Source: an optimization exercise on an open RTL-to-GDS flow (aim: small area). Production flows keep margins and buffers that such runs may drop.
Only simulation tests tie the RTL to the original design; equivalence was not proved.
Power figures rest on the tool's default switching activity, not on a simulated workload.

File: flow/design.v
module mfc (
    input  wire        clk,
    input  wire        rst,         
    input  wire        psel,
    input  wire        pwrite,
    input  wire [8:2]  paddr,
    input  wire [31:0] pwdata,
    output reg  [31:0] prdata,
    input  wire        rx_valid,
    input  wire [7:0]  rx_data,
    input  wire        rx_timeout,
    input  wire        tx_ready,
    output wire        tx_valid,
    output wire [7:0]  tx_data,
    output wire        irq
);
    localparam [7:0] SYNC = 8'h55;
    localparam [2:0] RS_IDLE  = 3'd0;
    localparam [2:0] RS_HUNT  = 3'd1;
    localparam [2:0] RS_ACCUM = 3'd2;
    localparam [2:0] RS_DONE  = 3'd3;
    localparam [2:0] RS_ECHK  = 3'd5;    
    localparam [2:0] RS_EINC  = 3'd6;    
    localparam [2:0] RS_ESYNC = 3'd7;    
    localparam [1:0] MODE_NONE   = 2'b00;
    localparam [1:0] MODE_STRICT = 2'b01;
    localparam [2:0] CE_OK         = 3'd0;
    localparam [2:0] CE_BAD_CMD    = 3'd1;
    localparam [2:0] CE_BAD_ARG    = 3'd2;
    localparam [2:0] CE_LEN_RANGE  = 3'd3;
    localparam [2:0] CE_TX_SEQ     = 3'd4;
    localparam [2:0] CE_TX_OVERRUN = 3'd5;
    localparam [2:0] CE_UNVERIFIED = 3'd6;
    localparam [2:0] CE_REC_RANGE  = 3'd7;
    localparam [3:0] OP_RX_ARM     = 4'h1;
    localparam [3:0] OP_RX_ARM_OP  = 4'h2;
    localparam [3:0] OP_RX_CLEAR   = 4'h3;
    localparam [3:0] OP_RX_TIMEOUT = 4'h4;
    localparam [3:0] OP_TX_START   = 4'h5;
    localparam [3:0] OP_TX_END     = 4'h6;
    localparam [3:0] OP_TX_ABORT   = 4'h7;
    localparam [3:0] OP_CK_CLEAR   = 4'h8;
    localparam [3:0] OP_DECODE     = 4'h9;
    localparam [3:0] OP_SOFT_RESET = 4'hF;
    localparam [6:0] A_CTRL      = 7'h00;
    localparam [6:0] A_CMD       = 7'h01;
    localparam [6:0] A_STATUS    = 7'h02;
    localparam [6:0] A_RX_LEN    = 7'h03;
    localparam [6:0] A_RX_INFO   = 7'h04;
    localparam [6:0] A_TX_DATA   = 7'h05;
    localparam [6:0] A_TX_INFO   = 7'h06;
    localparam [6:0] A_CK_DATA   = 7'h07;
    localparam [6:0] A_CK_INFO   = 7'h08;
    localparam [6:0] A_INT_PEND  = 7'h09;
    localparam [6:0] A_INT_EN    = 7'h0A;
    localparam [6:0] A_REC_A     = 7'h0B;
    localparam [6:0] A_REC_B     = 7'h0C;
    localparam [6:0] A_REC_VALUE = 7'h0D;
    localparam [6:0] A_ID        = 7'h0E;
    localparam [31:0] ID_VALUE = 32'h4D46_4301;
    reg [1:0]  sync_mode;
    reg [7:0]  rx_len;
    reg [2:0]  rs;
    reg [7:0]  act_len;
    reg [1:0]  act_mode;
    reg [7:0]  rx_count;
    reg [7:0]  rx_sum;
    reg [7:0]  rx_skip;
    reg        rx_drop;
    reg        tx_open;
    reg        tx_busy;
    reg [7:0]  tx_hold;
    reg [7:0]  tx_sum;
    reg [7:0]  tx_cnt;
    reg [7:0]  ck_sum;
    reg [7:0]  ck_cnt;
    reg [3:0]  int_pend;
    reg [3:0]  int_en;
    reg [2:0]  cmd_err;
    reg        rec_valid;
    reg [3:0]  rec_idx;
    reg [2039:0] fb;
    wire [2:0] rx_state = rs[2] ? 3'd4 : rs;
    wire [2:0] rx_err   = rs[2] ? {1'b0, rs[1:0]} : 3'd0;
    assign tx_valid = tx_busy;
    assign tx_data  = tx_hold;
    assign irq      = |(int_pend & int_en);
    wire       host_wr = psel & pwrite;
    wire [3:0] cmd_op  = pwdata[3:0];
    wire [3:0] cmd_arg = pwdata[7:4];
    reg [7:0] len_rom;
    always @(*) begin
        case (cmd_arg)
            4'd0:    len_rom = 8'd11;
            4'd1:    len_rom = 8'd15;
            4'd2:    len_rom = 8'd7;
            4'd3:    len_rom = 8'd7;
            4'd4:    len_rom = 8'd7;
            4'd5:    len_rom = 8'd10;
            4'd6:    len_rom = 8'd7;
            4'd7:    len_rom = 8'd11;
            default: len_rom = 8'd147;
        endcase
    end
    reg cmd_malformed;
    always @(*) begin
        if (pwdata[31:8] != 24'd0)
            cmd_malformed = 1'b1;
        else case (cmd_op)
            4'h0, OP_RX_ARM, OP_RX_CLEAR, OP_RX_TIMEOUT, OP_TX_START,
            OP_TX_END, OP_TX_ABORT, OP_CK_CLEAR:
                cmd_malformed = (cmd_arg != 4'd0);
            OP_RX_ARM_OP, OP_DECODE:
                cmd_malformed = 1'b0;
            OP_SOFT_RESET:
                cmd_malformed = (cmd_arg != 4'hF);
            default:
                cmd_malformed = 1'b1;
        endcase
    end
    reg [1:0]  sync_mode_n;
    reg [7:0]  rx_len_n;
    reg [2:0]  rs_n;
    reg [7:0]  act_len_n;
    reg [1:0]  act_mode_n;
    reg [7:0]  rx_count_n;
    reg [7:0]  rx_sum_n;
    reg [7:0]  rx_skip_n;
    reg        rx_drop_n;
    reg        tx_open_n;
    reg        tx_busy_n;
    reg [7:0]  tx_hold_n;
    reg [7:0]  tx_sum_n;
    reg [7:0]  tx_cnt_n;
    reg [7:0]  ck_sum_n;
    reg [7:0]  ck_cnt_n;
    reg [3:0]  int_pend_n;
    reg [3:0]  int_en_n;
    reg [2:0]  cmd_err_n;
    reg        rec_valid_n;
    reg [3:0]  rec_idx_n;
    reg        do_arm;
    reg [7:0]  arm_len;
    reg        rx_clr;
    reg        soft_reset;
    reg        tx_drop;        
    reg [7:0]  nxt_count;
    reg [7:0]  nxt_sum;
    always @(*) begin
        sync_mode_n = sync_mode;
        rx_len_n    = rx_len;
        rs_n        = rs;
        act_len_n   = act_len;
        act_mode_n  = act_mode;
        rx_count_n  = rx_count;
        rx_sum_n    = rx_sum;
        rx_skip_n   = rx_skip;
        rx_drop_n   = rx_drop;
        tx_open_n   = tx_open;
        tx_busy_n   = tx_busy;
        tx_hold_n   = tx_hold;
        tx_sum_n    = tx_sum;
        tx_cnt_n    = tx_cnt;
        ck_sum_n    = ck_sum;
        ck_cnt_n    = ck_cnt;
        int_pend_n  = int_pend;
        int_en_n    = int_en;
        cmd_err_n   = cmd_err;
        rec_valid_n = rec_valid;
        rec_idx_n   = rec_idx;
        do_arm     = 1'b0;
        arm_len    = rx_len;
        rx_clr     = 1'b0;
        soft_reset = 1'b0;
        tx_drop    = 1'b0;
        nxt_count  = rx_count + 8'd1;
        nxt_sum    = 8'd0;
        if (host_wr) begin
            case (paddr)
                A_CTRL:
                    if (pwdata[1:0] != 2'b11)
                        sync_mode_n = pwdata[1:0];
                A_RX_LEN:
                    rx_len_n = pwdata[7:0];
                A_INT_PEND:
                    int_pend_n = int_pend & ~pwdata[3:0];
                A_INT_EN:
                    int_en_n = pwdata[3:0];
                A_TX_DATA: begin
                    if (!tx_open) begin
                        cmd_err_n     = CE_TX_SEQ;
                        int_pend_n[3] = 1'b1;
                    end else if (tx_busy) begin
                        cmd_err_n     = CE_TX_OVERRUN;
                        int_pend_n[3] = 1'b1;
                    end else begin
                        tx_hold_n = pwdata[7:0];
                        tx_busy_n = 1'b1;
                        tx_sum_n  = tx_sum + pwdata[7:0];
                        tx_cnt_n  = (tx_cnt == 8'hFF) ? 8'hFF : tx_cnt + 8'd1;
                        cmd_err_n = CE_OK;
                    end
                end
                A_CK_DATA: begin
                    ck_sum_n  = ck_sum + pwdata[7:0];
                    ck_cnt_n  = (ck_cnt == 8'hFF) ? 8'hFF : ck_cnt + 8'd1;
                    cmd_err_n = CE_OK;
                end
                A_CMD: begin
                    if (cmd_malformed) begin
                        cmd_err_n     = CE_BAD_CMD;
                        int_pend_n[3] = 1'b1;
                    end else if (cmd_op == OP_RX_ARM_OP && cmd_arg > 4'd8) begin
                        cmd_err_n     = CE_BAD_ARG;
                        int_pend_n[3] = 1'b1;
                    end else begin
                        cmd_err_n = CE_OK;
                        case (cmd_op)
                            OP_RX_ARM:
                                if (rx_len < 8'd7) begin
                                    cmd_err_n     = CE_LEN_RANGE;
                                    int_pend_n[3] = 1'b1;
                                end else begin
                                    do_arm  = 1'b1;
                                    arm_len = rx_len;
                                end
                            OP_RX_ARM_OP: begin
                                do_arm  = 1'b1;
                                arm_len = len_rom;
                            end
                            OP_RX_CLEAR:
                                rx_clr = 1'b1;
                            OP_RX_TIMEOUT:
                                if (rs == RS_HUNT || rs == RS_ACCUM) begin
                                    rs_n          = RS_EINC;
                                    int_pend_n[1] = 1'b1;
                                end
                            OP_TX_START:
                                if (tx_open) begin
                                    cmd_err_n     = CE_TX_SEQ;
                                    int_pend_n[3] = 1'b1;
                                end else if (tx_busy) begin
                                    cmd_err_n     = CE_TX_OVERRUN;
                                    int_pend_n[3] = 1'b1;
                                end else begin
                                    tx_open_n = 1'b1;
                                    tx_hold_n = SYNC;
                                    tx_busy_n = 1'b1;
                                    tx_sum_n  = SYNC;
                                    tx_cnt_n  = 8'd1;
                                end
                            OP_TX_END:
                                if (!tx_open) begin
                                    cmd_err_n     = CE_TX_SEQ;
                                    int_pend_n[3] = 1'b1;
                                end else if (tx_busy) begin
                                    cmd_err_n     = CE_TX_OVERRUN;
                                    int_pend_n[3] = 1'b1;
                                end else begin
                                    tx_hold_n = 8'd0 - tx_sum;
                                    tx_busy_n = 1'b1;
                                    tx_open_n = 1'b0;
                                    tx_sum_n  = 8'd0;
                                    tx_cnt_n  = (tx_cnt == 8'hFF) ? 8'hFF : tx_cnt + 8'd1;
                                end
                            OP_TX_ABORT: begin
                                tx_open_n = 1'b0;
                                tx_busy_n = 1'b0;
                                tx_hold_n = 8'd0;
                                tx_drop   = 1'b1;
                            end
                            OP_CK_CLEAR: begin
                                ck_sum_n = 8'd0;
                                ck_cnt_n = 8'd0;
                            end
                            OP_DECODE:
                                if (rs != RS_DONE) begin
                                    cmd_err_n     = CE_UNVERIFIED;
                                    int_pend_n[3] = 1'b1;
                                end else if ({4'd0, cmd_arg} * 8'd10 + 8'd17 > act_len) begin
                                    cmd_err_n     = CE_REC_RANGE;
                                    int_pend_n[3] = 1'b1;
                                end else begin
                                    rec_valid_n = 1'b1;
                                    rec_idx_n   = cmd_arg;
                                end
                            OP_SOFT_RESET:
                                soft_reset = 1'b1;
                            default: ;
                        endcase
                    end
                end
                default: ;
            endcase
        end
        if (do_arm) begin
            act_len_n  = arm_len;
            act_mode_n = sync_mode;
            rs_n       = RS_HUNT;
        end
        if (do_arm || rx_clr) begin
            if (rx_clr) rs_n = RS_IDLE;
            rx_count_n  = 8'd0;
            rx_sum_n    = 8'd0;
            rx_skip_n   = 8'd0;
            rx_drop_n   = 1'b0;
            rec_valid_n = 1'b0;
            rec_idx_n   = 4'd0;
        end
        if (soft_reset) begin
            sync_mode_n = MODE_STRICT;
            rx_len_n    = 8'd0;
            rs_n        = RS_IDLE;
            act_len_n   = 8'd0;
            act_mode_n  = MODE_STRICT;
            rx_count_n  = 8'd0;
            rx_sum_n    = 8'd0;
            rx_skip_n   = 8'd0;
            rx_drop_n   = 1'b0;
            tx_open_n   = 1'b0;
            tx_busy_n   = 1'b0;
            tx_hold_n   = 8'd0;
            tx_sum_n    = 8'd0;
            tx_cnt_n    = 8'd0;
            ck_sum_n    = 8'd0;
            ck_cnt_n    = 8'd0;
            int_pend_n  = 4'd0;
            int_en_n    = 4'd0;
            cmd_err_n   = CE_OK;
            rec_valid_n = 1'b0;
            rec_idx_n   = 4'd0;
            tx_drop     = 1'b1;
        end
        if (tx_busy && !tx_drop && tx_ready) begin
            tx_busy_n     = 1'b0;
            tx_hold_n     = 8'd0;
            int_pend_n[2] = 1'b1;
        end
        if (rx_valid) begin
            case (rs_n)
                RS_HUNT:
                    if (act_mode_n == MODE_NONE || rx_data == SYNC) begin
                        rx_count_n = 8'd1;
                        rx_sum_n   = rx_data;
                        rs_n       = RS_ACCUM;
                    end else if (act_mode_n == MODE_STRICT) begin
                        rs_n          = RS_ESYNC;
                        int_pend_n[1] = 1'b1;
                    end else begin
                        rx_skip_n = (rx_skip_n == 8'hFF) ? 8'hFF : rx_skip_n + 8'd1;
                    end
                RS_ACCUM: begin
                    nxt_sum    = rx_sum + rx_data;
                    rx_count_n = nxt_count;
                    rx_sum_n   = nxt_sum;
                    if (nxt_count == act_len) begin
                        if (nxt_sum == 8'd0) begin
                            rs_n          = RS_DONE;
                            int_pend_n[0] = 1'b1;
                        end else begin
                            rs_n          = RS_ECHK;
                            int_pend_n[1] = 1'b1;
                        end
                    end
                end
                default:
                    rx_drop_n = 1'b1;
            endcase
        end
        if (rx_timeout && (rs_n == RS_HUNT || rs_n == RS_ACCUM)) begin
            rs_n          = RS_EINC;
            int_pend_n[1] = 1'b1;
        end
    end
    always @(posedge clk) begin
        if (rst) begin
            sync_mode <= MODE_STRICT;
            rx_len    <= 8'd0;
            rs        <= RS_IDLE;
            act_len   <= 8'd0;
            act_mode  <= MODE_STRICT;
            rx_count  <= 8'd0;
            rx_sum    <= 8'd0;
            rx_skip   <= 8'd0;
            rx_drop   <= 1'b0;
            tx_open   <= 1'b0;
            tx_busy   <= 1'b0;
            tx_hold   <= 8'd0;
            tx_sum    <= 8'd0;
            tx_cnt    <= 8'd0;
            ck_sum    <= 8'd0;
            ck_cnt    <= 8'd0;
            int_pend  <= 4'd0;
            int_en    <= 4'd0;
            cmd_err   <= CE_OK;
            rec_valid <= 1'b0;
            rec_idx   <= 4'd0;
        end else begin
            sync_mode <= sync_mode_n;
            rx_len    <= rx_len_n;
            rs        <= rs_n;
            act_len   <= act_len_n;
            act_mode  <= act_mode_n;
            rx_count  <= rx_count_n;
            rx_sum    <= rx_sum_n;
            rx_skip   <= rx_skip_n;
            rx_drop   <= rx_drop_n;
            tx_open   <= tx_open_n;
            tx_busy   <= tx_busy_n;
            tx_hold   <= tx_hold_n;
            tx_sum    <= tx_sum_n;
            tx_cnt    <= tx_cnt_n;
            ck_sum    <= ck_sum_n;
            ck_cnt    <= ck_cnt_n;
            int_pend  <= int_pend_n;
            int_en    <= int_en_n;
            cmd_err   <= cmd_err_n;
            rec_valid <= rec_valid_n;
            rec_idx   <= rec_idx_n;
        end
    end
    wire [7:0]  fb_wa = (do_arm | rx_clr | soft_reset) ? 8'd0 : rx_count;
    wire [15:0] wa_hi = 16'd1 << fb_wa[7:4];
    wire [15:0] wa_lo = {16{rx_valid}} & (16'd1 << fb_wa[3:0]);
    genvar gi;
    generate
        for (gi = 0; gi < 255; gi = gi + 1) begin : g_fb
            always @(posedge clk) begin
                if (wa_hi[gi / 16] & wa_lo[gi % 16])
                    fb[8*gi +: 8] <= rx_data;
            end
        end
    endgenerate
    wire rd_fbw  = paddr[8];
    wire rd_reca = (paddr == A_REC_A);
    wire rd_recb = (paddr == A_REC_B);
    wire [3:0] k = rec_idx;
    wire [7:0] base_a  = 8'd6  + 8'd10 * {4'd0, k};    
    wire [7:0] base_b3 = 8'd9  + 8'd10 * {4'd0, k};    
    wire [7:0] base_b4 = 8'd10 + 8'd10 * {4'd0, k};    
    wire [7:0] base_v  = 8'd12 + 8'd10 * {4'd0, k};    
    reg [5:0] jlo, jhi;
    always @(*) begin
        if (rd_fbw) begin
            jlo = paddr[7:2];
            jhi = paddr[7:2];
        end else if (rd_reca) begin
            jlo = base_a[7:2] + {5'd0, base_a[1]};
            jhi = base_a[7:2];
        end else if (rd_recb) begin
            jlo = base_b4[7:2];
            jhi = base_b3[7:2];
        end else begin
            jlo = base_v[7:2] + {5'd0, base_v[1]};
            jhi = base_v[7:2];
        end
    end
    wire [63:0] sel_lo = 64'd1 << jlo;
    wire [63:0] sel_hi = 64'd1 << jhi;
    wire [31:0] m;
    genvar gb, gj;
    generate
        for (gb = 0; gb < 32; gb = gb + 1) begin : g_mb
            wire [63:0] col;
            for (gj = 0; gj < 64; gj = gj + 1) begin : g_mj
                if (4 * gj + gb / 8 < 255)
                    assign col[gj] = fb[8 * (4 * gj + gb / 8) + gb % 8];
                else
                    assign col[gj] = 1'b0;
            end
            if (gb < 16)
                assign m[gb] = |(col & sel_lo);
            else
                assign m[gb] = |(col & sel_hi);
        end
    endgenerate
    wire [3:0] vis;
    assign vis[0] = {paddr[7:2], 2'd0} < rx_count;
    assign vis[1] = {paddr[7:2], 2'd1} < rx_count;
    assign vis[2] = {paddr[7:2], 2'd2} < rx_count;
    assign vis[3] = {paddr[7:2], 2'd3} < rx_count;
    wire kodd = k[0];
    wire [7:0] r0 = kodd ? m[7:0]   : m[23:16];
    wire [7:0] r1 = kodd ? m[15:8]  : m[31:24];
    wire [7:0] r2 = kodd ? m[23:16] : m[7:0];
    wire [7:0] r3 = kodd ? m[31:24] : m[15:8];
    wire [7:0] r4 = kodd ? m[7:0]   : m[23:16];
    wire [7:0] r5 = kodd ? m[15:8]  : m[31:24];
    wire [31:0] rv = kodd ? {m[15:0], m[31:16]} : m;
    always @(*) begin
        prdata = 32'd0;
        if (rd_fbw) begin
            prdata = m & {{8{vis[3]}}, {8{vis[2]}}, {8{vis[1]}}, {8{vis[0]}}};
        end else begin
            case (paddr)
                A_CTRL:      prdata = {30'd0, sync_mode};
                A_STATUS:    prdata = {4'd0, rec_idx, 5'd0, cmd_err, 2'd0, act_mode,
                                       rx_drop, rec_valid, tx_busy, tx_open,
                                       1'b0, rx_err, 1'b0, rx_state};
                A_RX_LEN:    prdata = {24'd0, rx_len};
                A_RX_INFO:   prdata = {rx_skip, rx_sum, act_len, rx_count};
                A_TX_INFO:   prdata = {8'd0, tx_hold, tx_cnt, tx_sum};
                A_CK_INFO:   prdata = {ck_cnt, 7'd0, (ck_sum == 8'd0), 8'd0 - ck_sum, ck_sum};
                A_INT_PEND:  prdata = {28'd0, int_pend};
                A_INT_EN:    prdata = {28'd0, int_en};
                A_REC_A:     prdata = {32{rec_valid}} &
                                      {3'd0, r2[4:0], 3'd0, r1[7:3], 2'd0, r1[2:0], r2[7:5], r0};
                A_REC_B:     prdata = {32{rec_valid}} &
                                      {r4, r5, 5'd0, r3[2:0], 3'd0, r3[7:3]};
                A_REC_VALUE: prdata = {32{rec_valid}} & rv;
                A_ID:        prdata = ID_VALUE;
                default:     prdata = 32'd0;
            endcase
        end
    end
endmodule
File: flow/run.sh
#!/bin/bash
# synth_recipe.tcl (not shown) runs the flow's synth.tcl, then flattens the netlist and writes it again
# the make line also repeats each setting of config.mk as NAME=value (left out here)
make -C /OpenROAD-flow-scripts/flow DESIGN_CONFIG=/design/flow/config.mk WORK_HOME=/design/flow/orfs CLKGATE_MAP_FILE= SYNTH_SCRIPT=/design/flow/synth_recipe.tcl finish
File: flow/config.mk
export PLATFORM = sky130hd
export DESIGN_NAME = mfc
export DESIGN_NICKNAME = mfc
export VERILOG_FILES = /design/flow/design.v
export SDC_FILE = /design/flow/constraint.sdc
export NUM_CORES = 4
export LEC_CHECK = 0
export CAP_MARGIN = 20
export CORE_MARGIN = 2
export CORE_UTILIZATION = 60
export SLEW_MARGIN = 20
File: flow/constraint.sdc
create_clock -name core_clock -period 10.0 [get_ports {clk}]
set_input_delay 2.0000 -clock core_clock [delete_from_list [all_inputs] [get_ports {clk}]]
set_output_delay 2.0000 -clock core_clock [all_outputs]
set_load 0.01 [all_outputs]
==> flow_summary.ini, run 1 <==
[drt]
vias = 69100
wl_um = 379000
ant_nets = 0
drtIter0Drc = 13400
post-route-drc-count = 0
wl_per_cell_um = 42.2
first_pass_iters = 10
via_per_inst = 7.68

[grt]
grt_pass1_vias = 64900
antenna_found_initial = 14
grt_pass1_wl_um = 515000
grt_overflow = 0
grtUsageTotal_pct = 49.9
grt_max_degree = 97

[sta]
holdWs_ns = 0.487
max_slew.worst_pin.slew_ns = 1.31
rsz0062_at_grt = no
skew_ns = 0.0670
fmax_mhz = 98.3
setup_ws_ns = -0.170
relSlewSlack_pct = 12.3
min_period_ns = 10.17
hold_viol = 0
finalSetupViolations = 8
slew_viol_final = 0
period_share_pct = 102

[floorplanning]
core_sq_um = 146000
row_count = 140
die_h_um = 387
io_pins = 96
initial_utilization_pct = 60.4
dieWidth_um = 387
die-area_sq_um = 150000

[worst_setup_path]
start_kind = input pin
r2r.worst_path.cells = 10
critical_path_class = input pin to primary output
r2r-start = rx_len[7]
setup.worst_path.end_class = primary output
cp.arrival_ns = 8.17
worst_ep_required_time_ns = 8.00
path_max_fanout = 15
reg2reg_slack_ns = 4.61
r2r-end = fb[1969]

[power_and_ir_drop]
powerDensity_nw_per_um2 = 186
ir_drop_mv = 0.175
power_mw = 19.4
p_leak_nw = 34.3

[logic_synthesis]
synth_area_leaders = edfxtp_1 (70%), a22oi_1 (3.2%), dfxtp_1 (2.4%)
ys_warn_count = 1
ys_types = 96
syn_inst = 6249
synth_most_common_cell = edfxtp_1
synth_edf_count = 2040
syn_area_sq_um = 88100
synth_common_cells = edfxtp_1 (2,040), nor2_1 (530), nand2_1 (503), a22oi_1 (375), a21oi_1 (285)
synth_top_area_share_pct = 69.5
syn-num-nets = 6371
synth_ff_type = edfxtp_1
synth_top_area_cell = edfxtp_1
synth.avg_cell_area_sq_um = 14.1
async_flop_share_pct = 0
ys_ff_latch = 2146
synth-seq-area-share_pct = 72.0

[worst_hold_path]
hold_path_depth = 2
hold_path.class = flop to flop
worstHoldStart = int_pend[2]
min_to = int_pend[2]

[clocking]
cts_hold_buf = 0
h-tree-depth = 4
cts_inserted_buffers = 205
clk_root_buffer_cell = clkbuf_16
cts_tree = done
clk_pin_slew_worst_paths_ns = 0.06
cts_sinks = 2146
clk_latency_ns = 0.89
clockBufferDepth = 3

[run]
maxCapViolCount = 0

[layout]
drive_above_1_share_pct = 17.3
nNetsFinal = 7017
regArea_sq_um = 63400
synthToLayoutAreaGrowth_pct = 18.4
fillers = 9585
multi_input_area_sq_um = 24100

[run_status]
status = complete, but fails checks
violations = negative setup slack

[placed_design]
portBuffers = 95
gp_congestion = 1.09
dp_hpwl_um = 261000
where the power goes:
part | internal, mW | leakage, nW | switching, mW
combinational | 0.446 | 11.8 | 1.05
clock | 4.49 | 3.31 | 3.55
sequential | 9.83 | 19.2 | 0.00167
registers in the layout, summed over array words and instances (netlist names):
register and flops:
act_len 8, act_mode 2, ck_cnt 8, ck_sum 8, cmd_err 3, fb 2040, int_en 4, int_pend 4
rec_idx 4, rec_valid 1, rs 3, rx_count 8, rx_drop 1, rx_len 8, rx_skip 8, rx_sum 8
sync_mode 2, tx_busy 1, tx_cnt 8, tx_hold 8, tx_open 1, tx_sum 8
worst max-delay path by stage:
stage	startpoint	endpoint	slack [ns]	cells past startpoint
floorplan	paddr[4]	prdata[31]	1.91	17
global placement	paddr[4]	prdata[31]	-0.57	19
detailed placement	paddr[4]	prdata[31]	-0.56	19
CTS	paddr[6]	prdata[31]	-0.03	19
global route	paddr[4]	prdata[27]	0.003	20
finish	paddr[4]	prdata[31]	-0.17	19
worst max-delay path, stage by stage:
cell,delay [ns]
clkdlybuf4s50_1,0.58
buf_6,0.21
and4bb_2,0.34
a21boi_1,0.14
o311ai_1,0.42
and4_4,0.45
buf_4,0.22
nor4_2,0.12
buf_4,0.26
a32o_1,0.25
a221oi_2,0.34
nand4_1,0.42
or4_1,0.72
nor4_4,0.37
buf_4,0.19
mux2_2,0.18
nor2_1,0.04
or3_1,0.37
clkdlybuf4s50_1,0.51
final cells by class:
cell class	count	area share (%)
clock inverters	133	1.48
inverters	62	0.223
well taps	1917	2.30
diodes	13	0.0312
flip-flops and latches	2146	60.8
clock buffers	249	5.10
repair buffers	796	6.97
multi-input cells	3684	23.1
timing repair:
action / 4_1_cts / 5_1_grt
setup endpoints to repair: 27 / 31
cloned: 0 / 0
buffers inserted: 6 / 6
pin swaps: 5 / 9
gates resized for setup: 30 / 50
metrics by stage:
stage	util [%]	area (sq um)	instances	setup TNS (ns)	setup WS, ns
after floorplan	-	88100	6249	0	1.91
after global placement	66.4	96700	8587	-7.61	-0.565
after detailed placement	66.4	96800	8590	-6.88	-0.557
after CTS	71.3	104000	8978	-0.0250	-0.0250
after global routing	71.5	104000	8987	0	0.00334
final	71.6	104000	9000	-0.422	-0.170
kinds of logic (layout without fill, tap and decap cells):
family | count (synthesis) | after routing | share of synthesized area [%]
AND/OR/NAND/NOR | 1780 | 1780 | 9.51
XOR/XNOR | 68 | 68 | 0.692
multiplexers | 118 | 118 | 1.37
adder cells (fa/ha/maj) | 68 | 68 | 1.01
buffers and inverters | 419 | 1240 | 1.85
other | 0 | 13 | 0
flip-flops | 2146 | 2146 | 72.0
AO/OA/AOI/OAI | 1650 | 1650 | 13.6
layout by cell type (no fill, tap or decap), types with 27 or more instances in the layout:
master and count:
a32oi_1 37, nand4_1 114, clkdlybuf4s50_1 83, clkinv_1 41, a22oi_1 372, inv_1 62, mux2i_1 98, nand3_1 170
nor3_1 120, a222oi_1 60, o211ai_1 36, o22ai_1 38, ha_1 62, a31oi_1 56, a221o_1 27, buf_12 77
nor2_2 38, dfxtp_1 105, and3_1 72, nor2_1 489, a21oi_1 275, a221oi_1 133, xnor2_1 45, nand2_1 495
a22o_1 132, a211oi_1 41, clkinv_2 38, clkbuf_16 206, clkbuf_1 43, edfxtp_1 2040, nor4_1 49, buf_4 614
o21ai_0 161
layer usage:
layer / share of wire (%) / GRT usage (%)
met3: 18 / 21.9
met2: 41 / 69.4
met5: 0.028 / 0.0957
met4: 8.0 / 30.8
met1: 33 / 64.3
==> run 2, diff against run 1 <==
--- a/flow/design.v
+++ b/flow/design.v
@@ -423,16 +423,24 @@
     wire [15:0] wa_hi = 16'd1 << fb_wa[7:4];
     wire [15:0] wa_lo = {16{rx_valid}} & (16'd1 << fb_wa[3:0]);
-    genvar gi;
+    wire [2039:0] fb_d;
+    genvar gi, gk;
     generate
         for (gi = 0; gi < 255; gi = gi + 1) begin : g_fb
-            always @(posedge clk) begin
-                if (wa_hi[gi / 16] & wa_lo[gi % 16])
-                    fb[8*gi +: 8] <= rx_data;
+            wire we  = wa_hi[gi / 16] & wa_lo[gi % 16];
+            wire web = ~(wa_hi[gi / 16] & wa_lo[gi % 16]);
+            for (gk = 0; gk < 8; gk = gk + 1) begin : g_bit
+                mfc_hold u_hold (.we(we), .wd(rx_data[gk]), .web(web), .q(fb[8*gi + gk]),
+                                 .d(fb_d[8*gi + gk]));
             end
         end
     endgenerate
-    wire rd_fbw  = paddr[8];
-    wire rd_reca = (paddr == A_REC_A);
-    wire rd_recb = (paddr == A_REC_B);
+    always @(posedge clk)
+        fb <= fb_d;
+    wire       rd_fbw  = paddr[8];
+    wire       rd_reg  = ~paddr[8] & (paddr[7:6] == 2'd0);
+    wire [15:0] rd_r   = {16{rd_reg}} & (16'd1 << paddr[5:2]);
+    wire       rd_reca = rd_r[A_REC_A[3:0]];
+    wire       rd_recb = rd_r[A_REC_B[3:0]];
+    wire       rd_recv = rd_r[A_REC_VALUE[3:0]];
     wire [3:0] k = rec_idx;
     wire [7:0] base_a  = 8'd6  + 8'd10 * {4'd0, k};    
@@ -440,24 +448,24 @@
     wire [7:0] base_b4 = 8'd10 + 8'd10 * {4'd0, k};    
     wire [7:0] base_v  = 8'd12 + 8'd10 * {4'd0, k};    
-    reg [5:0] jlo, jhi;
+    wire [5:0] ja_lo = base_a[7:2] + {5'd0, base_a[1]};
+    wire [5:0] ja_hi = base_a[7:2];
+    wire [5:0] jb_lo = base_b4[7:2];
+    wire [5:0] jb_hi = base_b3[7:2];
+    wire [5:0] jv_lo = base_v[7:2] + {5'd0, base_v[1]};
+    wire [5:0] jv_hi = base_v[7:2];
+    reg [5:0] jr_lo, jr_hi;
     always @(*) begin
-        if (rd_fbw) begin
-            jlo = paddr[7:2];
-            jhi = paddr[7:2];
-        end else if (rd_reca) begin
-            jlo = base_a[7:2] + {5'd0, base_a[1]};
-            jhi = base_a[7:2];
-        end else if (rd_recb) begin
-            jlo = base_b4[7:2];
-            jhi = base_b3[7:2];
-        end else begin
-            jlo = base_v[7:2] + {5'd0, base_v[1]};
-            jhi = base_v[7:2];
-        end
+        case (paddr[3:2])
+            2'b11:   begin jr_lo = ja_lo; jr_hi = ja_hi; end
+            2'b00:   begin jr_lo = jb_lo; jr_hi = jb_hi; end
+            default: begin jr_lo = jv_lo; jr_hi = jv_hi; end
+        endcase
     end
+    wire [5:0] jlo = paddr[8] ? paddr[7:2] : jr_lo;
+    wire [5:0] jhi = paddr[8] ? paddr[7:2] : jr_hi;
     wire [63:0] sel_lo = 64'd1 << jlo;
     wire [63:0] sel_hi = 64'd1 << jhi;
     wire [31:0] m;
-    genvar gb, gj;
+    genvar gb, gj, gt;
     generate
         for (gb = 0; gb < 32; gb = gb + 1) begin : g_mb
@@ -469,15 +477,21 @@
                     assign col[gj] = 1'b0;
             end
-            if (gb < 16)
-                assign m[gb] = |(col & sel_lo);
-            else
-                assign m[gb] = |(col & sel_hi);
+            wire [63:0] sl = (gb < 16) ? sel_lo : sel_hi;
+            wire [21:0] t;
+            for (gt = 0; gt < 21; gt = gt + 1) begin : g_t
+                mfc_aoi222 u_aoi (.a(sl[3*gt]), .b(col[3*gt]), .c(sl[3*gt+1]), .d(col[3*gt+1]),
+                                  .e(sl[3*gt+2]), .f(col[3*gt+2]), .y(t[gt]));
+            end
+            assign t[21] = ~(sl[63] & col[63]);
+            assign m[gb] = ~&t;
         end
     endgenerate
+    wire       w_lt = paddr[7:2] < rx_count[7:2];
+    wire       w_eq = paddr[7:2] == rx_count[7:2];
     wire [3:0] vis;
-    assign vis[0] = {paddr[7:2], 2'd0} < rx_count;
-    assign vis[1] = {paddr[7:2], 2'd1} < rx_count;
-    assign vis[2] = {paddr[7:2], 2'd2} < rx_count;
-    assign vis[3] = {paddr[7:2], 2'd3} < rx_count;
+    assign vis[0] = w_lt | (w_eq & (rx_count[1:0] != 2'd0));
+    assign vis[1] = w_lt | (w_eq & rx_count[1]);
+    assign vis[2] = w_lt | (w_eq & (rx_count[1:0] == 2'd3));
+    assign vis[3] = w_lt;
     wire kodd = k[0];
     wire [7:0] r0 = kodd ? m[7:0]   : m[23:16];
@@ -488,29 +502,39 @@
     wire [7:0] r5 = kodd ? m[15:8]  : m[31:24];
     wire [31:0] rv = kodd ? {m[15:0], m[31:16]} : m;
+    wire [31:0] rec_a = {3'd0, r2[4:0], 3'd0, r1[7:3], 2'd0, r1[2:0], r2[7:5], r0};
+    wire [31:0] rec_b = {r4, r5, 5'd0, r3[2:0], 3'd0, r3[7:3]};
+    wire [31:0] status = {4'd0, rec_idx, 5'd0, cmd_err, 2'd0, act_mode,
+                          rx_drop, rec_valid, tx_busy, tx_open,
+                          1'b0, rx_err, 1'b0, rx_state};
+    wire [31:0] ck_info = {ck_cnt, 7'd0, (ck_sum == 8'd0), 8'd0 - ck_sum, ck_sum};
     always @(*) begin
-        prdata = 32'd0;
-        if (rd_fbw) begin
-            prdata = m & {{8{vis[3]}}, {8{vis[2]}}, {8{vis[1]}}, {8{vis[0]}}};
-        end else begin
-            case (paddr)
-                A_CTRL:      prdata = {30'd0, sync_mode};
-                A_STATUS:    prdata = {4'd0, rec_idx, 5'd0, cmd_err, 2'd0, act_mode,
-                                       rx_drop, rec_valid, tx_busy, tx_open,
-                                       1'b0, rx_err, 1'b0, rx_state};
-                A_RX_LEN:    prdata = {24'd0, rx_len};
-                A_RX_INFO:   prdata = {rx_skip, rx_sum, act_len, rx_count};
-                A_TX_INFO:   prdata = {8'd0, tx_hold, tx_cnt, tx_sum};
-                A_CK_INFO:   prdata = {ck_cnt, 7'd0, (ck_sum == 8'd0), 8'd0 - ck_sum, ck_sum};
-                A_INT_PEND:  prdata = {28'd0, int_pend};
-                A_INT_EN:    prdata = {28'd0, int_en};
-                A_REC_A:     prdata = {32{rec_valid}} &
-                                      {3'd0, r2[4:0], 3'd0, r1[7:3], 2'd0, r1[2:0], r2[7:5], r0};
-                A_REC_B:     prdata = {32{rec_valid}} &
-                                      {r4, r5, 5'd0, r3[2:0], 3'd0, r3[7:3]};
-                A_REC_VALUE: prdata = {32{rec_valid}} & rv;
-                A_ID:        prdata = ID_VALUE;
-                default:     prdata = 32'd0;
-            endcase
-        end
+        prdata = ({32{rd_fbw}} & m & {{8{vis[3]}}, {8{vis[2]}}, {8{vis[1]}}, {8{vis[0]}}})
+               | ({32{rd_r[A_CTRL[3:0]]}}      & {30'd0, sync_mode})
+               | ({32{rd_r[A_STATUS[3:0]]}}    & status)
+               | ({32{rd_r[A_RX_LEN[3:0]]}}    & {24'd0, rx_len})
+               | ({32{rd_r[A_RX_INFO[3:0]]}}   & {rx_skip, rx_sum, act_len, rx_count})
+               | ({32{rd_r[A_TX_INFO[3:0]]}}   & {8'd0, tx_hold, tx_cnt, tx_sum})
+               | ({32{rd_r[A_CK_INFO[3:0]]}}   & ck_info)
+               | ({32{rd_r[A_INT_PEND[3:0]]}}  & {28'd0, int_pend})
+               | ({32{rd_r[A_INT_EN[3:0]]}}    & {28'd0, int_en})
+               | ({32{rd_reca & rec_valid}}    & rec_a)
+               | ({32{rd_recb & rec_valid}}    & rec_b)
+               | ({32{rd_recv & rec_valid}}    & rv)
+               | ({32{rd_r[A_ID[3:0]]}}        & ID_VALUE);
     end
 endmodule
+module mfc_hold (
+    input  wire we,
+    input  wire wd,
+    input  wire web,
+    input  wire q,
+    output wire d
+);
+    assign d = (we & wd) | (web & q);
+endmodule
+module mfc_aoi222 (
+    input  wire a, b, c, d, e, f,
+    output wire y
+);
+    assign y = ~((a & b) | (c & d) | (e & f));
+endmodule
==> flow/flow/run.sh (new file) <==
#!/bin/bash
# Standard ORFS layout with three changes: port buffers are buf_2 cells
# (not clock delay cells), and the clock tree uses clkbuf_4 cells in sink
# clusters of up to 8 flip-flops, without dummy balancing loads.
set -euo pipefail
bash standard.sh \
  'BUFFER_PORTS_ARGS=-buffer_cell sky130_fd_sc_hd__buf_2' \
  'CTS_ARGS=-sink_clustering_enable -repair_clock_nets -dont_use_dummy_load -buf_list sky130_fd_sc_hd__clkbuf_4 -sink_clustering_size 8 -sink_clustering_max_diameter 50' \
  finish > standard_flow.log 2>&1
==> flow/standard.sh (new file) <==
#!/bin/bash
# synth_recipe.tcl (not shown) runs the flow's synth.tcl, then flattens the netlist and writes it again
# the make line also repeats each setting of config.mk as NAME=value (left out here)
make -C /OpenROAD-flow-scripts/flow DESIGN_CONFIG=/design/flow/config.mk WORK_HOME=/design/flow/orfs CLKGATE_MAP_FILE= SYNTH_SCRIPT=/design/flow/synth_recipe.tcl "${@:-finish}"
--- a/flow/config.mk
+++ b/flow/config.mk
@@ -8,4 +8,7 @@
 export CAP_MARGIN = 20
 export CORE_MARGIN = 2
-export CORE_UTILIZATION = 60
+export CORE_UTILIZATION = 50
+export GPL_TIMING_DRIVEN = 0
 export SLEW_MARGIN = 20
+export SYNTH_HIERARCHICAL = 1
+export SYNTH_MINIMUM_KEEP_SIZE = 0
removed: flow/run.sh
==> run 2 against run 1 <==
  * Critical path type is now flop to primary output
  * Via count up 4.0%
  * Still fails the layout checks on negative setup slack
  * Non-clock buffer count down 447
  * Maximum frequency up 1.1%
  * Worst setup slack better by 0.11 ns
==> flow_summary.ini, run 2 <==
[logic_synthesis]
ys_types = 94
synth.avg_cell_area_sq_um = 11.0
synth_xor_area_share_pct = 0.646
synthSimpleGateAreaFrac_pct = 7.99
synth_ff_type = dfxtp_1
synth_common_cells = dfxtp_1 (2,146), a22o_1 (2,042), a222oi_1 (690), nand2_1 (487), nor2_1 (373)
synth_top_area_cell = dfxtp_1
async_flop_share_pct = 0
syn_area_sq_um = 81100
synth_top_area_share_pct = 53.0
synth-compound-area-share_pct = 34.9
ys_warn_count = 7
syn-num-nets = 7504
synthAdderAreaFrac_pct = 1.14
synthMuxAreaShare_pct = 0.225
synth_most_common_cell = dfxtp_1
synth_edf_count = 0
synth-seq-area-share_pct = 53.0
synth_top_family_by_area = compound AO/OA/AOI/OAI gates
synth_area_leaders = dfxtp_1 (53%), a22o_1 (22%), a222oi_1 (8.5%)
ys_ff_latch = 2146
syn_inst = 7379

[floorplanning]
dieWidth_um = 407
die_h_um = 407
row_count = 147
io_pins = 96
core_sq_um = 161000
die-area_sq_um = 165000
initial_utilization_pct = 50.5

[run_status]
violations = negative setup slack
status = complete, but fails checks

[drt]
drtIter0Drc = 11300
wl_per_cell_um = 31.4
post-route-drc-count = 0
vias = 71900
first_pass_iters = 10
ant_nets = 0
wl_um = 316000
via_per_inst = 7.13

[placed_design]
place_area_sq_um = 85800
dp.cells = 9701
dp_hpwl_um = 216000
gp_congestion = 0.991
portBuffers = 92

[worst_setup_path]
start_kind = flop
setup.worst_path.end_class = primary output
path_max_fanout = 16
cp.arrival_ns = 8.06
critical_path_class = flop to primary output
worst_ep_required_time_ns = 8.00
reg2reg_slack_ns = 4.38

[sta]
fmax_mhz = 99.4
min_period_ns = 10.06
max_slew.worst_pin.slew_ns = 1.28
rsz0062_at_grt = yes
skew_ns = 0.0941
period_share_pct = 101
slew_viol_final = 0
hold_viol = 0
setup_ws_ns = -0.0592
relSlewSlack_pct = 14.9
finalSetupViolations = 1

[grt]
grt_max_degree = 96
antenna_found_initial = 15
grt_pass1_wl_um = 458000
grt_pass1_vias = 67200
grt_overflow = 0
grtUsageTotal_pct = 36.8

[layout]
largest_reg_flops = 2040
stdcell_count = 10100
synthToLayoutAreaGrowth_pct = 10.5
layout_common_cells = dfxtp_1 (2,143), a22o_1 (2,042), a222oi_1 (690)
drive_above_1_share_pct = 10.8
nNetsFinal = 8029
layout_commonest_cell = dfxtp_1
regMostFlops = fb
final_area_sq_um = 89700

[power_and_ir_drop]
p_leak_nw = 35.0
ir_drop_mv = 0.130
powerDensity_nw_per_um2 = 152

[clocking]
cts_inserted_buffers = 322
h-tree-depth = 5
cts_hold_buf = 0
clk_latency_ns = 1.41
cts_sinks = 2146
cts_tree = done
clk_pin_slew_worst_paths_ns = 0.07
clk_root_buffer_cell = clkbuf_4
clockBufferDepth = 4

[worst_hold_path]
hold_path.class = flop to flop

[run]
maxCapViolCount = 0
-- run 2: changes by cell type in the layout (fill, tap and decap cells not counted), moves of 124 or more --
cell and change:
clkbuf_16 -204, dfxtp_1 +2038, a222oi_1 +630, edfxtp_1 -2040
a22oi_1 -338, clkbuf_4 +328, a21oi_1 -124, inv_1 +239
nor2_1 -259, buf_4 -554, a22o_1 +1910
-- run 2: metrics by stage --
step                      setup TNS (ns)  utilization, %  worst slack, ns  power [mW]  hold WS, ns
after floorplan                        0               -             2.10        8.93        0.432
after global placement            -63.87            52.4            -2.33        9.25        0.448
after detailed placement          -48.86            53.4            -1.90        9.30        0.451
after CTS                       -0.00316            55.5         -0.00316        13.6        0.477
after global routing              -0.284            55.8           -0.117        14.0        0.485
final                            -0.0592            55.8          -0.0592        13.6        0.475
-- run 2: cell type report --
class	instances	area [sq um]
Multi-Input combinational cell	4783	37800
Antenna cell	12	30.0
Clock buffer	322	2420
Inverter	302	1140
Buffer	146	728
Timing Repair Buffer	203	1900
Tap cell	2160	2700
Fill cell	14200	71100
Sequential cell	2146	43000
-- run 2: where the power goes --
part,switching (mW),leakage [nW],internal (mW)
registers,0.00710,17.3,8.55
clock network,2.94,1.48,1.48
logic,0.476,16.2,0.136
-- run 2: cells by family after synthesis --
kind of cell	count (synthesis)
and+or+nand+nor	1389
AOI/OAI and AO/OA	3246
buffers and inverters	450
DFF	2146
muxes	18
adders and majority gates	71
xor gates and xnor gates	59
-- run 2: final timing paths --
path | from | endpoint | depth (start not counted)
worst min register to register | fb[1784] | fb[1784] | 1
worst min-delay path | fb[1784] | fb[1784] | 1
worst max register to register | rx_len[7] | fb[1445] | 12
worst max-delay path | rec_idx[1] | prdata[10] | 21
-- run 2: per-module statistics from Yosys, one instance, submodules excluded --
module      copies in the design  cells inside
mfc_hold                    2040             1
mfc                            1          4667
mfc_aoi222                   672             1
-- run 2: metal layers --
| metal | GRT usage [%] | wire length, um | vias up | part of all wire (%) |
|---|---|---|---|---|
| met5 | 0 | 60 | - | 0.019 |
| met4 | 18.8 | 17400 | 10 | 5.5 |
| met3 | 7.84 | 31800 | 748 | 10 |
| met2 | 54.0 | 135000 | 4112 | 43 |
| met1 | 50.9 | 132000 | 35400 | 42 |
| li1 | - | - | 31600 | - |
-- run 2: worst max-delay path, cell delays in order (launching register included) --
cell      delay, ns
dfxtp_4        0.45
ha_1           0.27
ha_1           0.22
fa_2           0.55
clkbuf_4       0.23
nand3b_1       0.15
xnor2_1        0.29
nor3_1         0.10
o31ai_2        0.30
a41oi_2        0.06
buf_4          0.19
nor2_1         0.49
nand2_1        0.35
nor2_2         0.73
a222oi_1       0.26
nand4_1        0.24
nor4_4         0.10
nand2_1        0.26
a31oi_2        0.15
mux2_2         0.34
o211ai_1       0.72
buf_2          0.28
-- run 2: repair_timing --
action / in CTS / in global routing
endpoints found under the setup margin: 32 / 31
resized for setup: 159 / 68
pin swaps: 50 / 36
buffers inserted: 18 / 21
==> run 3, diff against run 2 <==
--- a/flow/design.v
+++ b/flow/design.v
@@ -140,4 +140,5 @@
     reg        rec_valid_n;
     reg [3:0]  rec_idx_n;
+    wire [7:0] sh_sum = (paddr[3] ? ck_sum : tx_sum) + pwdata[7:0];
     reg        do_arm;
     reg [7:0]  arm_len;
@@ -197,5 +198,5 @@
                         tx_hold_n = pwdata[7:0];
                         tx_busy_n = 1'b1;
-                        tx_sum_n  = tx_sum + pwdata[7:0];
+                        tx_sum_n  = sh_sum;
                         tx_cnt_n  = (tx_cnt == 8'hFF) ? 8'hFF : tx_cnt + 8'd1;
                         cmd_err_n = CE_OK;
@@ -203,5 +204,5 @@
                 end
                 A_CK_DATA: begin
-                    ck_sum_n  = ck_sum + pwdata[7:0];
+                    ck_sum_n  = sh_sum;
                     ck_cnt_n  = (ck_cnt == 8'hFF) ? 8'hFF : ck_cnt + 8'd1;
                     cmd_err_n = CE_OK;
@@ -444,20 +445,139 @@
     wire       rd_recv = rd_r[A_REC_VALUE[3:0]];
     wire [3:0] k = rec_idx;
-    wire [7:0] base_a  = 8'd6  + 8'd10 * {4'd0, k};    
-    wire [7:0] base_b3 = 8'd9  + 8'd10 * {4'd0, k};    
-    wire [7:0] base_b4 = 8'd10 + 8'd10 * {4'd0, k};    
-    wire [7:0] base_v  = 8'd12 + 8'd10 * {4'd0, k};    
-    wire [5:0] ja_lo = base_a[7:2] + {5'd0, base_a[1]};
-    wire [5:0] ja_hi = base_a[7:2];
-    wire [5:0] jb_lo = base_b4[7:2];
-    wire [5:0] jb_hi = base_b3[7:2];
-    wire [5:0] jv_lo = base_v[7:2] + {5'd0, base_v[1]};
-    wire [5:0] jv_hi = base_v[7:2];
-    reg [5:0] jr_lo, jr_hi;
+    reg  [5:0] jr_lo, jr_hi;
     always @(*) begin
-        case (paddr[3:2])
-            2'b11:   begin jr_lo = ja_lo; jr_hi = ja_hi; end
-            2'b00:   begin jr_lo = jb_lo; jr_hi = jb_hi; end
-            default: begin jr_lo = jv_lo; jr_hi = jv_hi; end
+        case ({paddr[3:2], rec_idx})
+            6'd0: jr_lo = 6'd2;
+            6'd1: jr_lo = 6'd5;
+            6'd2: jr_lo = 6'd7;
+            6'd3: jr_lo = 6'd10;
+            6'd4: jr_lo = 6'd12;
+            6'd5: jr_lo = 6'd15;
+            6'd6: jr_lo = 6'd17;
+            6'd7: jr_lo = 6'd20;
+            6'd8: jr_lo = 6'd22;
+            6'd9: jr_lo = 6'd25;
+            6'd10: jr_lo = 6'd27;
+            6'd11: jr_lo = 6'd30;
+            6'd12: jr_lo = 6'd32;
+            6'd13: jr_lo = 6'd35;
+            6'd14: jr_lo = 6'd37;
+            6'd15: jr_lo = 6'd40;
+            6'd16: jr_lo = 6'd3;
+            6'd17: jr_lo = 6'd6;
+            6'd18: jr_lo = 6'd8;
+            6'd19: jr_lo = 6'd11;
+            6'd20: jr_lo = 6'd13;
+            6'd21: jr_lo = 6'd16;
+            6'd22: jr_lo = 6'd18;
+            6'd23: jr_lo = 6'd21;
+            6'd24: jr_lo = 6'd23;
+            6'd25: jr_lo = 6'd26;
+            6'd26: jr_lo = 6'd28;
+            6'd27: jr_lo = 6'd31;
+            6'd28: jr_lo = 6'd33;
+            6'd29: jr_lo = 6'd36;
+            6'd30: jr_lo = 6'd38;
+            6'd31: jr_lo = 6'd41;
+            6'd32: jr_lo = 6'd3;
+            6'd33: jr_lo = 6'd6;
+            6'd34: jr_lo = 6'd8;
+            6'd35: jr_lo = 6'd11;
+            6'd36: jr_lo = 6'd13;
+            6'd37: jr_lo = 6'd16;
+            6'd38: jr_lo = 6'd18;
+            6'd39: jr_lo = 6'd21;
+            6'd40: jr_lo = 6'd23;
+            6'd41: jr_lo = 6'd26;
+            6'd42: jr_lo = 6'd28;
+            6'd43: jr_lo = 6'd31;
+            6'd44: jr_lo = 6'd33;
+            6'd45: jr_lo = 6'd36;
+            6'd46: jr_lo = 6'd38;
+            6'd47: jr_lo = 6'd41;
+            6'd48: jr_lo = 6'd2;
+            6'd49: jr_lo = 6'd4;
+            6'd50: jr_lo = 6'd7;
+            6'd51: jr_lo = 6'd9;
+            6'd52: jr_lo = 6'd12;
+            6'd53: jr_lo = 6'd14;
+            6'd54: jr_lo = 6'd17;
+            6'd55: jr_lo = 6'd19;
+            6'd56: jr_lo = 6'd22;
+            6'd57: jr_lo = 6'd24;
+            6'd58: jr_lo = 6'd27;
+            6'd59: jr_lo = 6'd29;
+            6'd60: jr_lo = 6'd32;
+            6'd61: jr_lo = 6'd34;
+            6'd62: jr_lo = 6'd37;
+            6'd63: jr_lo = 6'd39;
+        endcase
+    end
+    always @(*) begin
+        case ({paddr[3:2], rec_idx})
+            6'd0: jr_hi = 6'd2;
+            6'd1: jr_hi = 6'd4;
+            6'd2: jr_hi = 6'd7;
+            6'd3: jr_hi = 6'd9;
+            6'd4: jr_hi = 6'd12;
+            6'd5: jr_hi = 6'd14;
+            6'd6: jr_hi = 6'd17;
+            6'd7: jr_hi = 6'd19;
+            6'd8: jr_hi = 6'd22;
+            6'd9: jr_hi = 6'd24;
+            6'd10: jr_hi = 6'd27;
+            6'd11: jr_hi = 6'd29;
+            6'd12: jr_hi = 6'd32;
+            6'd13: jr_hi = 6'd34;
+            6'd14: jr_hi = 6'd37;
+            6'd15: jr_hi = 6'd39;
+            6'd16: jr_hi = 6'd3;
+            6'd17: jr_hi = 6'd5;
+            6'd18: jr_hi = 6'd8;
+            6'd19: jr_hi = 6'd10;
+            6'd20: jr_hi = 6'd13;
+            6'd21: jr_hi = 6'd15;
+            6'd22: jr_hi = 6'd18;
+            6'd23: jr_hi = 6'd20;
+            6'd24: jr_hi = 6'd23;
+            6'd25: jr_hi = 6'd25;
+            6'd26: jr_hi = 6'd28;
+            6'd27: jr_hi = 6'd30;
+            6'd28: jr_hi = 6'd33;
+            6'd29: jr_hi = 6'd35;
+            6'd30: jr_hi = 6'd38;
+            6'd31: jr_hi = 6'd40;
+            6'd32: jr_hi = 6'd3;
+            6'd33: jr_hi = 6'd5;
+            6'd34: jr_hi = 6'd8;
+            6'd35: jr_hi = 6'd10;
+            6'd36: jr_hi = 6'd13;
+            6'd37: jr_hi = 6'd15;
+            6'd38: jr_hi = 6'd18;
+            6'd39: jr_hi = 6'd20;
+            6'd40: jr_hi = 6'd23;
+            6'd41: jr_hi = 6'd25;
+            6'd42: jr_hi = 6'd28;
+            6'd43: jr_hi = 6'd30;
+            6'd44: jr_hi = 6'd33;
+            6'd45: jr_hi = 6'd35;
+            6'd46: jr_hi = 6'd38;
+            6'd47: jr_hi = 6'd40;
+            6'd48: jr_hi = 6'd1;
+            6'd49: jr_hi = 6'd4;
+            6'd50: jr_hi = 6'd6;
+            6'd51: jr_hi = 6'd9;
+            6'd52: jr_hi = 6'd11;
+            6'd53: jr_hi = 6'd14;
+            6'd54: jr_hi = 6'd16;
+            6'd55: jr_hi = 6'd19;
+            6'd56: jr_hi = 6'd21;
+            6'd57: jr_hi = 6'd24;
+            6'd58: jr_hi = 6'd26;
+            6'd59: jr_hi = 6'd29;
+            6'd60: jr_hi = 6'd31;
+            6'd61: jr_hi = 6'd34;
+            6'd62: jr_hi = 6'd36;
+            6'd63: jr_hi = 6'd39;
         endcase
     end
==> flow/flow/run.sh (replaced) <==
#!/bin/bash
# Standard ORFS layout with three changes: port buffers are buf_2 cells
# (not clock delay cells), and the clock tree uses clkbuf_8 cells in sink
# clusters of up to 14 flip-flops, without dummy balancing loads.
set -euo pipefail
bash standard.sh \
  'BUFFER_PORTS_ARGS=-buffer_cell sky130_fd_sc_hd__buf_2' \
  'CTS_ARGS=-sink_clustering_enable -repair_clock_nets -dont_use_dummy_load -buf_list sky130_fd_sc_hd__clkbuf_8 -sink_clustering_size 14 -sink_clustering_max_diameter 50' \
  finish > standard_flow.log 2>&1
==> run 3 against run 2 <==
  * The layout still fails its checks (negative setup slack)
  * First-iteration DRC count grew 0.58%
  * Sequential share of layout area grew 0.54 points
  * Clock skew grew 0.0066 ns
  * Global-route usage grew 0.72 points
  * Highest routed layer unchanged
  * Clock power grew 4.7%
  * Critical path type is now input pin to primary output
  * Wire length grew 2.0%
  * Die area shrank 0.33%
  * Clock-buffer cell count shrank 123
  * Flip-flop and latch count is the same
==> flow_summary.ini, run 3 <==
[clocking]
cts_tree = done
clk_latency_ns = 1.00
clk_pin_slew_worst_paths_ns = 0.07
clk_root_buffer_cell = clkbuf_8
cts_inserted_buffers = 199
cts_hold_buf = 0
h-tree-depth = 4
clockBufferDepth = 3
cts_sinks = 2146

[worst_setup_path]
r2r-start = rx_len[7]
setup.worst_path.end_class = primary output
critical_path_class = input pin to primary output
start_kind = input pin
reg2reg_slack_ns = 4.51
path_max_fanout = 16
startpoint = paddr[2]
worst_ep_required_time_ns = 8.00
cp.arrival_ns = 8.17

[drt]
vias = 71700
post-route-drc-count = 0
ant_nets = 0
wl_um = 323000
drtIter0Drc = 11400
wl_per_cell_um = 32.8
first_pass_iters = 10
via_per_inst = 7.28

[floorplanning]
io_pins = 96
dieWidth_um = 406
row_count = 147
core_sq_um = 161000
die-area_sq_um = 165000
die_h_um = 406
initial_utilization_pct = 50.4

[power_and_ir_drop]
share_comb_of_total_power_pct = 3.8
clock_power_share_pct = 33.8
p_switching_mw = 3.30
power_mw = 13.7
ir_drop_mv = 0.158
p_int_mw = 10.4
p_sw_share_pct = 24.0
powerDensity_nw_per_um2 = 155
p_leak_nw = 32.8
seq_power_share_pct = 62.4

[sta]
skew_ns = 0.101
hold_viol = 0
max_slew.worst_pin.slew_ns = 1.25
min_period_ns = 10.17
rsz0062_at_grt = yes
slew_viol_final = 0
tns_ns = -0.848
finalSetupViolations = 11
period_share_pct = 102
setup_ws_ns = -0.170
fmax_mhz = 98.3
relSlewSlack_pct = 16.3

[run_status]
violations = negative setup slack
status = complete, but fails checks

[worst_hold_path]
hold_path.class = flop to flop
worstHoldStart = fb[406]

[logic_synthesis]
synth_top_area_cell = dfxtp_1
ys_types = 99
ys_warn_count = 7
synth_most_common_cell = dfxtp_1
syn_area_sq_um = 80800
syn_inst = 7329
ys_ff_latch = 2146
synth_area_leaders = dfxtp_1 (53%), a22o_1 (22%), a222oi_1 (8.5%)
synth-seq-area-share_pct = 53.1
synth_common_cells = dfxtp_1 (2,146), a22o_1 (2,047), a222oi_1 (683), nor2_1 (498), nand2_1 (426)
synth_top_area_share_pct = 53.1
async_flop_share_pct = 0
synth.avg_cell_area_sq_um = 11.0
syn-num-nets = 7434
synth_ff_type = dfxtp_1
synth_edf_count = 0

[placed_design]
dp.cells = 9644
gp_congestion = 0.975
portBuffers = 93
dp_hpwl_um = 222000
place_ws_ns = -1.20

[layout]
stdcell_count = 9848
synthToLayoutAreaGrowth_pct = 9.64
regMostFlops = fb
largest_reg_flops = 2040
layout_commonest_cell = dfxtp_1
layout_common_cells = dfxtp_1 (2,146), a22o_1 (2,047), a222oi_1 (683)
final_util_pct = 55.2
nNetsFinal = 7788
drive_above_1_share_pct = 8.93

[run]
maxCapViolCount = 0

[grt]
grt_pass1_vias = 66600
grt_overflow = 0
grt_max_degree = 99
antenna_found_initial = 10
grt_pass1_wl_um = 464000
grtUsageTotal_pct = 37.5
## run 3: changes by cell type after synthesis, sizes merged, moves of 8 or more
| cell | delta |
|---|---|
| a21oi | -14 |
| buf | +46 |
| clkbuf | -39 |
| ha | -18 |
| inv | -96 |
| mux2 | +8 |
| nand2 | -59 |
| nand3 | +11 |
| nor2 | +135 |
| o2bb2ai | +9 |
| xnor2 | -23 |
## run 3: path summary, 6_finish.rpt
kind / end / depth (start not counted)
max: prdata[10] / 20
min: fb[406] / 1
max reg2reg: fb[604] / 11
min reg2reg: fb[406] / 1
## run 3: timing repair
item,in CTS,in global routing
pin swaps,10,7
resized for setup,49,22
setup endpoints to repair,32,18
setup buffers,1,0
## run 3: power by group through the flow
stage	clock [mW]	sequential, mW	combinational (mW)
final	4.64	8.56	0.521
after global routing	5.01	8.57	0.534
after CTS	4.69	8.56	0.500
after detailed placement	0	8.76	0.495
after global placement	0	8.76	0.453
after floorplan	0	8.76	0.156
## run 3: worst max-delay path, cell delays in order
cell and delay (ns):
buf_2 0.23, buf_2 0.28, nand2_1 0.40, o221ai_1 0.32, a22oi_1 0.15, o22ai_4 0.37, inv_1 0.16, nand2_1 0.33
inv_1 0.11, nand2_1 0.29, nor2_2 0.26, a222oi_1 0.64, nand4_1 0.45, nor4_2 0.63, nand2_1 0.41, a31oi_2 0.47
nor2_1 0.10, a31oi_1 0.16, o211ai_1 0.19, buf_2 0.20
## run 3: per-stage QoR
stage,hold WS (ns),instance area [sq um]
final,0.469,88600
after detailed placement,0.451,85600
after global placement,0.450,84000
after global routing,0.479,88600
after floorplan,0.432,80800
after CTS,0.474,88500
## run 3: final cells by class
type / instances / area, sq um
fill: 14200 / 71900
antenna: 7 / 17.5
timing repair buffer: 156 / 1550
tap: 2160 / 2700
sequential: 2146 / 43000
buffer: 152 / 699
multi-input combinational: 4819 / 37200
clock buffer: 199 / 2740
inverter: 209 / 785
## run 3: cells by family (layout without fill, tap and decap cells)
kind of cell               count (synthesis)  after routing  synth area share [%]
muxes                                     28             28                 0.362
and+or+nand+nor                         1473           1473                  8.60
xor gates and xnor gates                  41             41                 0.444
buffers and inverters                    364            716                  1.79
adders and majority gates                 51             51                 0.817
other                                      0              7                     0
AOI/OAI and AO/OA                       3226           3226                  34.8
DFF                                     2146           2146                  53.1
## run 3: per-layer routing
metal	track usage [%]	up-vias	routed length, um
li1	-	31000	-
met3	8.25	705	33500
met4	17.1	4	16500
met1	52.1	35800	134000
met2	55.6	4224	139000
met5	0	-	69
## run 3: modules after synthesis, one instance, submodules excluded
module,cells inside,copies in the design,flops+latches
mfc,4617,1,2146
mfc_hold,1,2040,0
mfc_aoi222,1,672,0
==> run 4, diff against run 3 <==
--- a/flow/design.v
+++ b/flow/design.v
@@ -607,5 +607,10 @@
         end
     endgenerate
-    wire       w_lt = paddr[7:2] < rx_count[7:2];
+    wire [5:0] cw = rx_count[7:2];
+    wire [5:0] pw = paddr[7:2];
+    wire [5:0] ltb = ~pw & cw;
+    wire [5:0] eqb = ~(pw ^ cw);
+    wire       w_lt = ltb[5] | (eqb[5] & (ltb[4] | (eqb[4] & (ltb[3] | (eqb[3] & (ltb[2] |
+                      (eqb[2] & (ltb[1] | (eqb[1] & ltb[0])))))))));
     wire       w_eq = paddr[7:2] == rx_count[7:2];
     wire [3:0] vis;
==> flow/flow/run.sh (replaced) <==
#!/bin/bash
# Standard ORFS layout with two changes: port buffers are buf_2 cells (not
# clock delay cells), and the clock tree is a clkbuf_16 root over clkbuf_8
# buffers driving sink clusters of up to 14 flip-flops, without dummy
# balancing loads.
set -euo pipefail
bash standard.sh \
  'BUFFER_PORTS_ARGS=-buffer_cell sky130_fd_sc_hd__buf_2' \
  'CTS_ARGS=-sink_clustering_enable -repair_clock_nets -dont_use_dummy_load -root_buf sky130_fd_sc_hd__clkbuf_16 -buf_list sky130_fd_sc_hd__clkbuf_8 -sink_clustering_size 14 -sink_clustering_max_diameter 50' \
  finish > standard_flow.log 2>&1
--- a/flow/config.mk
+++ b/flow/config.mk
@@ -10,4 +10,5 @@
 export CORE_UTILIZATION = 50
 export GPL_TIMING_DRIVEN = 0
+export SETUP_SLACK_MARGIN = 0.3
 export SLEW_MARGIN = 20
 export SYNTH_HIERARCHICAL = 1
==> run 4 against run 3 <==
  * The run now finishes clean
  * Clock-buffer cell count down 1
  * Non-clock buffer count decreased by 6
  * Sequential share of layout area increased by 0.091 points
  * Clock skew down 0.039 ns
  * First-iteration DRC count fell by 7.2%
  * Total power shrank 0.55%
  * Highest routed layer unchanged
==> flow_summary.ini, run 4 <==
[run_status]
status = complete, no violations

[grt]
grt_pass1_wl_um = 444000
grt_max_degree = 95
use_met1_pct = 52.0
grt_pass1_vias = 65000
grt_overflow = 0
use_met3_pct = 7.59
grtUsageMet2_pct = 51.1
busiest_layer = met1
antenna_found_initial = 10
grtUsageTotal_pct = 35.8

[logic_synthesis]
ys_types = 101
syn_area_sq_um = 80400
synth_common_cells = dfxtp_1 (2,146), a22o_1 (2,043), a222oi_1 (694), nand2_1 (477), nor2_1 (310)
synth_most_common_cell = dfxtp_1
synth_edf_count = 0
synthSimpleGateAreaFrac_pct = 7.73
syn_inst = 7233
synth_area_leaders = dfxtp_1 (53%), a22o_1 (22%), a222oi_1 (8.6%)
synthAdderAreaFrac_pct = 0.822
synth-seq-area-share_pct = 53.4
synth_top_family_by_area = compound AO/OA/AOI/OAI gates
synthMuxAreaShare_pct = 0.417
synth_top_area_cell = dfxtp_1
synth_top_area_share_pct = 53.4
synth_xor_area_share_pct = 0.414
syn-num-nets = 7338
async_flop_share_pct = 0
synth.avg_cell_area_sq_um = 11.1
ys_warn_count = 7
synth_ff_type = dfxtp_1
synth-compound-area-share_pct = 35.0
ys_ff_latch = 2146

[sta]
hold_viol = 0
slew_viol_final = 0
tns_ns = 0
setup_ws_ns = 0.145
finalSetupViolations = 0
skew_ns = 0.0613
holdWs_ns = 0.470
rsz0062_at_grt = yes
relSlewSlack_pct = 23.6
max_slew.worst_pin.slew_ns = 1.14
min_period_ns = 9.86
period_share_pct = 98.6
fmax_mhz = 101

[layout]
regMostFlops = fb
drive_above_1_share_pct = 8.93
layout_commonest_cell = dfxtp_1
nNetsFinal = 7698
layout_common_cells = dfxtp_1 (2,145), a22o_1 (2,043), a222oi_1 (694)
synthToLayoutAreaGrowth_pct = 10.0
largest_reg_flops = 2040

[floorplanning]
core_sq_um = 160000
die_h_um = 405
die-area_sq_um = 164000
dieWidth_um = 405
io_pins = 96
row_count = 147
initial_utilization_pct = 50.2

[worst_setup_path]
slowest_stage = nor4_2
path_buf_inv = 6
slowest_delay_ns = 0.89
critical_path.top_delay_family = simple AND/OR/NAND/NOR gates
critical_path_class = input pin to primary output
reg2reg_slack_ns = 4.93
r2r.worst_path.cells = 10
crit_chain = buf_2 -> buf_2 -> clkbuf_4 -> o2111ai_1 -> a311oi_2 -> a21oi_1 -> nand2_1 -> clkbuf_4 -> nor2_1 -> buf_4 -> a222oi_1 -> nand4_1 -> nor4_2 -> nand2_1 -> a221o_1 -> a21oi_1 -> nand3_1 -> buf_2
cp_common_cell = buf_2
path_max_fanout = 10
r2r-start = rx_len[3]
cp.arrival_ns = 7.86
r2r-end = fb[1705]
start_kind = input pin
setup.worst_path.end_class = primary output
worst_ep_required_time_ns = 8.00

[clocking]
cts_inserted_buffers = 198
cts_tree = done
cts_sinks = 2146
clk_pin_slew_worst_paths_ns = 0.07
h-tree-depth = 4
clockBufferDepth = 3
clk_root_buffer_cell = clkbuf_16
clk_latency_ns = 0.85

[drt]
vias = 70000
wl_per_cell_um = 31.3
post-route-drc-count = 0
ant_nets = 0
via_per_inst = 7.18
wl_um = 306000
first_pass_iters = 13
drtIter0Drc = 10600

[worst_hold_path]
hold_path.class = flop to flop
min_to = fb[733]
worstHoldStart = fb[733]
hold_path_depth = 1

[placed_design]
gp_congestion = 1.01
place_ws_ns = -1.61
portBuffers = 90
dp_hpwl_um = 211000

[power_and_ir_drop]
ir_drop_mv = 0.175
powerDensity_nw_per_um2 = 154
p_leak_nw = 34.6

[run]
maxCapViolCount = 0
-- run 4: how the worst max path moves through the flow --
stage,from,end,slack [ns],cells past startpoint
after floorplan,paddr[2],prdata[18],2.02,17
after global placement,paddr[3],prdata[7],-2.11,16
after detailed placement,paddr[2],prdata[30],-1.61,19
after CTS,paddr[3],prdata[18],0.30,17
after global routing,paddr[3],prdata[30],0.24,18
final,paddr[3],prdata[24],0.14,18
-- run 4: timing repair --
action	4_1_cts	5_1_grt
setup buffers	5	3
hold endpoints to repair	0	0
hold buffers	0	0
pin swaps	31	29
gates resized for setup	110	42
endpoints found under the setup margin	32	31
-- run 4: routing by layer --
layer,vias to the layer above,part of all wire (%)
li1,30600,-
met2,4049,41
met1,34800,44
met4,10,4.4
met3,614,11
met5,-,0.019
-- run 4: cell type report --
type,count,area [sq um]
antenna,6,15.0
buffer,142,688
clock buffer,198,2740
fill,14100,71700
inverter,308,1160
multi-input combinational,4637,36600
sequential,2146,43000
tap,2160,2700
timing repair buffer,160,1600
-- run 4: cell families after synthesis --
family                   after synthesis
AO/OA/AOI/OAI                       3209
multiplexers                          31
XOR/XNOR                              38
adder cells (fa/ha/maj)               51
buffers and inverters                450
AND/OR/NAND/NOR                     1308
flip-flops                          2146
-- run 4: where the power goes --
group,switching (mW),leakage (nW),internal [mW]
sequential,0.00271,17.3,8.54
combinational,0.401,15.9,0.104
clock,2.83,1.43,1.76
total,3.24,34.6,10.4
-- run 4: stage by stage --
stage | cell area, sq um | utilization (%) | power (mW) | cells
floorplan | 80400 | - | 8.88 | 7233
global placement | 83600 | 52.2 | 9.17 | 9483
detailed placement | 85000 | 53.1 | 9.21 | 9541
CTS | 88200 | 55.1 | 13.7 | 9744
global route | 88500 | 55.2 | 14.1 | 9753
finish | 88500 | 55.2 | 13.6 | 9757
-- run 4: per-module statistics from Yosys (local to each module, per instance) --
| module | copies in the design | cell area [sq um] |
|---|---|---|
| mfc_hold | 2040 | 8.76 |
| mfc | 1 | 55800 |
| mfc_aoi222 | 672 | 10.0 |

[what the ideal ports hide]
No port has a modelled driver above. Below, the same layouts with a new extraction and two added sets of constraints. Step 1 assumes that a clkbuf_16 drives the clock port and a buf_2 every other input. Step 2 adds t to the input delays and takes it off the output delays; t is the mean of the earliest and latest rising clock arrival at the registers after step 1. Input paths then give back, and output paths get back, about the clock's delay inside the block. a / b / c = ideal / step 1 / step 2; a / b = the first two.
run	t (ns)	setup WS [ns]	clock arrival spread, ns
run 1	0.938	-0.170 / -0.199 / -0.199	0.069 / 0.069
run 2	1.434	-0.059 / -0.217 / -0.217	0.112 / 0.112
run 3	1.034	-0.170 / -0.240 / -0.240	0.101 / 0.101
run 4	0.893	0.145 / 0.123 / 0.123	0.092 / 0.091
For run 2, which loses most, drivers alone change the setup slack by -0.158 ns; drivers and shift together by -0.158 ns.
